From an optimization exercise on the open Yosys and OpenROAD flow, aimed at small area and a short achievable clock period; shortcuts taken in it are not production practice. RTL that was checked went through simulation tests only; none was proved equivalent to the original. Power and IR drop assume default switching activity.

==> flow/design.v <==
module szservo_core (
    input  wire           clk,
    input  wire           rst,           
    input  wire           start,         
    input  wire           init,          
    input  wire           busy,          
    input  wire [767:0]   data,          
    output wire           ready,
    output wire           initialized,
    output wire           sclk,
    output wire           cs_n,
    output wire           sdo
);
    localparam integer C  = 32;
    localparam integer W  = 24;
    localparam integer L  = C * W;
    localparam integer RL = 8;           
    localparam integer NR = L / RL;      
    localparam integer NG = NR / 16;     
    reg s_idle, s_setup, s_hold, s_delay, s_blo, s_bhi;
    reg csn_r;
    reg nld;                 
    reg [1:0] div_cnt;
    reg [4:0] bit_cnt;
    reg       init_latched;
    reg       initialized_r;
    reg       nrdy;          
    reg       ninit;         
    reg       sdo_r;
    reg       sh;            
    wire tick         = (div_cnt == 2'd0);
    wire word_zero;
    wire init_pending = (init | init_latched) & ~initialized_r;
    wire req          = start | init_pending;
    wire bit_zero     = (bit_cnt == 5'd0);
    wire div_load = (s_idle & req) | s_setup | s_hold | (s_bhi & busy & ~word_zero);
    wire go_setup = (s_idle & req) | s_hold | (s_bhi & busy & ~word_zero);
    wire go_hold  = s_setup & ~bit_zero;
    wire go_delay = s_setup & bit_zero;
    wire go_blo   = s_delay | (s_blo & busy);
    wire go_bhi   = (s_blo & ~busy) | (s_bhi & ~busy);
    wire go_idle  = (s_idle & ~req) | (s_bhi & busy & word_zero);
    wire n_idle   = tick ? go_idle  : s_idle;
    wire n_setup  = tick ? go_setup : s_setup;
    wire n_hold   = tick ? go_hold  : s_hold;
    wire n_delay  = tick ? go_delay : s_delay;
    wire n_initl  = init_latched | init;
    wire n_inited = initialized_r | (tick & s_bhi & busy & word_zero & init_pending);
    wire n_sh     = (div_cnt == 2'd1) & (s_hold | s_delay);
    reg  [L-1:0] rg;
    reg          ph0;        
    wire [L-1:0] rot;
    wire [NR-1:0] tap;
    genvar gr, gi;
    generate
        for (gr = 0; gr < NR; gr = gr + 1) begin : g_ring
            for (gi = 0; gi < RL; gi = gi + 1) begin : g_bit
                assign rot[gr*RL + gi] = rg[gr*RL + ((gi + RL - 1) % RL)];
            end
            assign tap[gr] = rg[gr*RL + RL - 1];
        end
    endgenerate
    always @(posedge clk) begin
        rg <= ~((data | {L{nld}}) & (rot | {L{s_idle}}));
        ph0 <= ~s_idle & ~ph0;
    end
    reg  [9:0]    f;         
    reg           fnone;     
    reg  [2:0]    fq;        
    reg  [NG-1:0] p1;        
    reg           pv;        
    reg           nb1, v1;   
    reg           nb2, v2;   
    integer g;
    always @(posedge clk) begin
        for (g = 0; g < NG; g = g + 1)
            p1[g] <= tap[g*16 + f[6:3]];
    end
    assign word_zero = fnone;
    wire fv   = ~fnone & (p1[f[9:7]] ^ ph0);
    wire hit  = fnone | (pv & (fq == 3'd0));
    wire a_v  = sh ? v2 : v1;
    wire a_d  = sh ? nb2 : nb1;
    wire b_v  = sh ? 1'b0 : v2;
    wire take = hit & ~(a_v & b_v);
    always @(posedge clk) begin
        pv <= ~s_idle & ~(take & (f[2:0] == 3'd0));
        if (s_idle) begin
            nb1   <= init_pending ? data[W-2] : data[L-2];
            v1    <= 1'b1;
            v2    <= 1'b0;
            f     <= init_pending ? W - 3 : L - 3;
            fq    <= 3'd5;   
            fnone <= 1'b0;
        end else begin
            nb1 <= (take & ~a_v) ? fv : a_d;
            v1  <= a_v | take;
            if (take & a_v)
                nb2 <= fv;
            v2  <= b_v | (take & a_v);
            if (!take)
                fq <= fq + 1'b1;
            if (take) begin
                f <= f - 1'b1;
                if (f == 10'd0)
                    fnone <= 1'b1;
            end
        end
    end
    always @(posedge clk) begin
        if (rst) begin
            s_idle        <= 1'b1;
            s_setup       <= 1'b0;
            s_hold        <= 1'b0;
            s_delay       <= 1'b0;
            s_blo         <= 1'b0;
            s_bhi         <= 1'b0;
            csn_r         <= 1'b1;
            nld           <= 1'b0;
            div_cnt       <= 2'd0;
            init_latched  <= 1'b0;
            initialized_r <= 1'b0;
            nrdy          <= 1'b0;
            ninit         <= 1'b1;
            sdo_r         <= 1'b0;
            sh            <= 1'b0;
        end else begin
            if (!tick)
                div_cnt <= div_cnt - 1'b1;
            else if (div_load)
                div_cnt <= 2'd3;
            init_latched  <= n_initl;
            initialized_r <= n_inited;
            s_idle  <= n_idle;
            nld     <= ~n_idle;
            s_setup <= n_setup;
            s_hold  <= n_hold;
            s_delay <= n_delay;
            csn_r   <= ~(n_setup | n_hold | n_delay);
            nrdy    <= ~n_idle | (n_initl & ~n_inited);
            ninit   <= ~n_inited;
            sh      <= n_sh;
            if (tick) begin
                s_blo <= go_blo;
                s_bhi <= go_bhi;
            end
            if (s_idle) begin
                if (tick)
                    sdo_r <= init_pending ? data[W-1] : (start & data[L-1]);
            end else if (sh)
                sdo_r <= nb1;
        end
    end
    always @(posedge clk) begin
        if (tick) begin
            if (s_idle | (s_bhi & busy))
                bit_cnt <= W - 1;
            else if (s_hold)
                bit_cnt <= bit_cnt - 1'b1;
        end
    end
    assign sclk        = s_setup;
    assign cs_n        = csn_r;
    assign sdo         = sdo_r;
    assign ready       = ~(start | nrdy | (init & ninit));
    assign initialized = initialized_r;
endmodule
export LEC_CHECK = 0
export CAP_MARGIN = 20
export CORE_MARGIN = 2
export CORE_UTILIZATION = 40
export CTS_BUF_LIST = sky130_fd_sc_hd__clkbuf_16
export CTS_CLUSTER_DIAMETER = 100
export CTS_CLUSTER_SIZE = 30
export SETUP_SLACK_MARGIN = 3.0
export SLEW_MARGIN = 20
create_clock -name core_clock -period 5.0 [get_ports {clk}]
standard.sh (not shown) runs the stock make flow with config.mk's settings and CLKGATE_MAP_FILE= SYNTH_SCRIPT=/design/flow/synth_recipe.tcl, a recipe that flattens the netlist after the stock synthesis.
==> flow/flow/run.sh <==
#!/bin/bash
# Layout flow: the standard ORFS flow (standard.sh), with the port
# buffers made from the smallest buffer cell instead of the resizer's
# default choice. Every input and output port still gets its buffer.
set -euo pipefail
export BUFFER_PORTS_ARGS="-buffer_cell sky130_fd_sc_hd__buf_1"
bash standard.sh > standard_flow.log 2>&1
The first run went through all stages and came out clean.
Edit:
--- a/flow/design.v
+++ b/flow/design.v
@@ -45,13 +45,13 @@
     wire n_hold   = tick ? go_hold  : s_hold;
     wire n_delay  = tick ? go_delay : s_delay;
     wire n_initl  = init_latched | init;
     wire n_inited = initialized_r | (tick & s_bhi & busy & word_zero & init_pending);
     wire n_sh     = (div_cnt == 2'd1) & (s_hold | s_delay);
     reg  [L-1:0] rg;
-    reg          ph0;        
+    reg  [2:0]   ph;         
     wire [L-1:0] rot;
     wire [NR-1:0] tap;
     genvar gr, gi;
     generate
         for (gr = 0; gr < NR; gr = gr + 1) begin : g_ring
             for (gi = 0; gi < RL; gi = gi + 1) begin : g_bit
@@ -59,50 +59,46 @@
             end
             assign tap[gr] = rg[gr*RL + RL - 1];
         end
     endgenerate
     always @(posedge clk) begin
         rg <= ~((data | {L{nld}}) & (rot | {L{s_idle}}));
-        ph0 <= ~s_idle & ~ph0;
+        ph <= s_idle ? 3'd0 : ph + 1'b1;
     end
     reg  [9:0]    f;         
     reg           fnone;     
-    reg  [2:0]    fq;        
     reg  [NG-1:0] p1;        
     reg           pv;        
     reg           nb1, v1;   
     reg           nb2, v2;   
     integer g;
     always @(posedge clk) begin
         for (g = 0; g < NG; g = g + 1)
             p1[g] <= tap[g*16 + f[6:3]];
     end
     assign word_zero = fnone;
-    wire fv   = ~fnone & (p1[f[9:7]] ^ ph0);
-    wire hit  = fnone | (pv & (fq == 3'd0));
+    wire fv   = ~fnone & (p1[f[9:7]] ^ ph[0]);
+    wire hit  = fnone | (pv & (ph + f[2:0] == 3'd0));
     wire a_v  = sh ? v2 : v1;
     wire a_d  = sh ? nb2 : nb1;
     wire b_v  = sh ? 1'b0 : v2;
     wire take = hit & ~(a_v & b_v);
     always @(posedge clk) begin
         pv <= ~s_idle & ~(take & (f[2:0] == 3'd0));
         if (s_idle) begin
             nb1   <= init_pending ? data[W-2] : data[L-2];
             v1    <= 1'b1;
             v2    <= 1'b0;
             f     <= init_pending ? W - 3 : L - 3;
-            fq    <= 3'd5;   
             fnone <= 1'b0;
         end else begin
             nb1 <= (take & ~a_v) ? fv : a_d;
             v1  <= a_v | take;
             if (take & a_v)
                 nb2 <= fv;
             v2  <= b_v | (take & a_v);
-            if (!take)
-                fq <= fq + 1'b1;
             if (take) begin
                 f <= f - 1'b1;
                 if (f == 10'd0)
                     fnone <= 1'b1;
             end
         end
The new run finished clean. Clock skew falls by 0.0030 ns. Clock power fell by about 10%. Flip-flop and latch count goes down by 1. Via count went down by 0.62%. Cell count decreases by 0.47%. Synthesized cell count goes down by about 0.8%. Worst setup slack is worse by 0.0031 ns. Design area is lower by 0.63%. Clock-buffer cell count shrinks by 6. Power shrinks by 2.3%. Hold slack improves by 0.0042 ns. Sequential share of layout area came out higher by 0.31 points.
The RTL of the second run of this note was laid out without a check of its function.

-- what the ideal ports hide --
No port has a modelled driver above. Below, the same layouts with a new extraction and two added sets of constraints. Step 1, drivers: a clkbuf_16 drives clk and a buf_2 each remaining input, both assumed. Step 2 also shifts input and output timing later by t, the mid clock arrival at the registers, as if the neighbouring blocks saw the same clock. a / b / c = ideal ports / drivers / drivers and shift; a / b = the first two.
run | shift t [ns] | slack for setup (ns) | hold slack, ns | worst setup path after step 2
the first run | 0.639 | 2.572 / 2.532 / 2.532 | 0.406 / 0.406 / 0.406 | input to output
the second run | 0.677 | 2.569 / 2.528 / 2.528 | 0.410 / 0.410 / 0.410 | input to output
After both steps setup and hold are still met in every run listed. The setup slack of the second run, which loses most, moves by -0.041 ns with the drivers and by -0.041 ns with both steps.
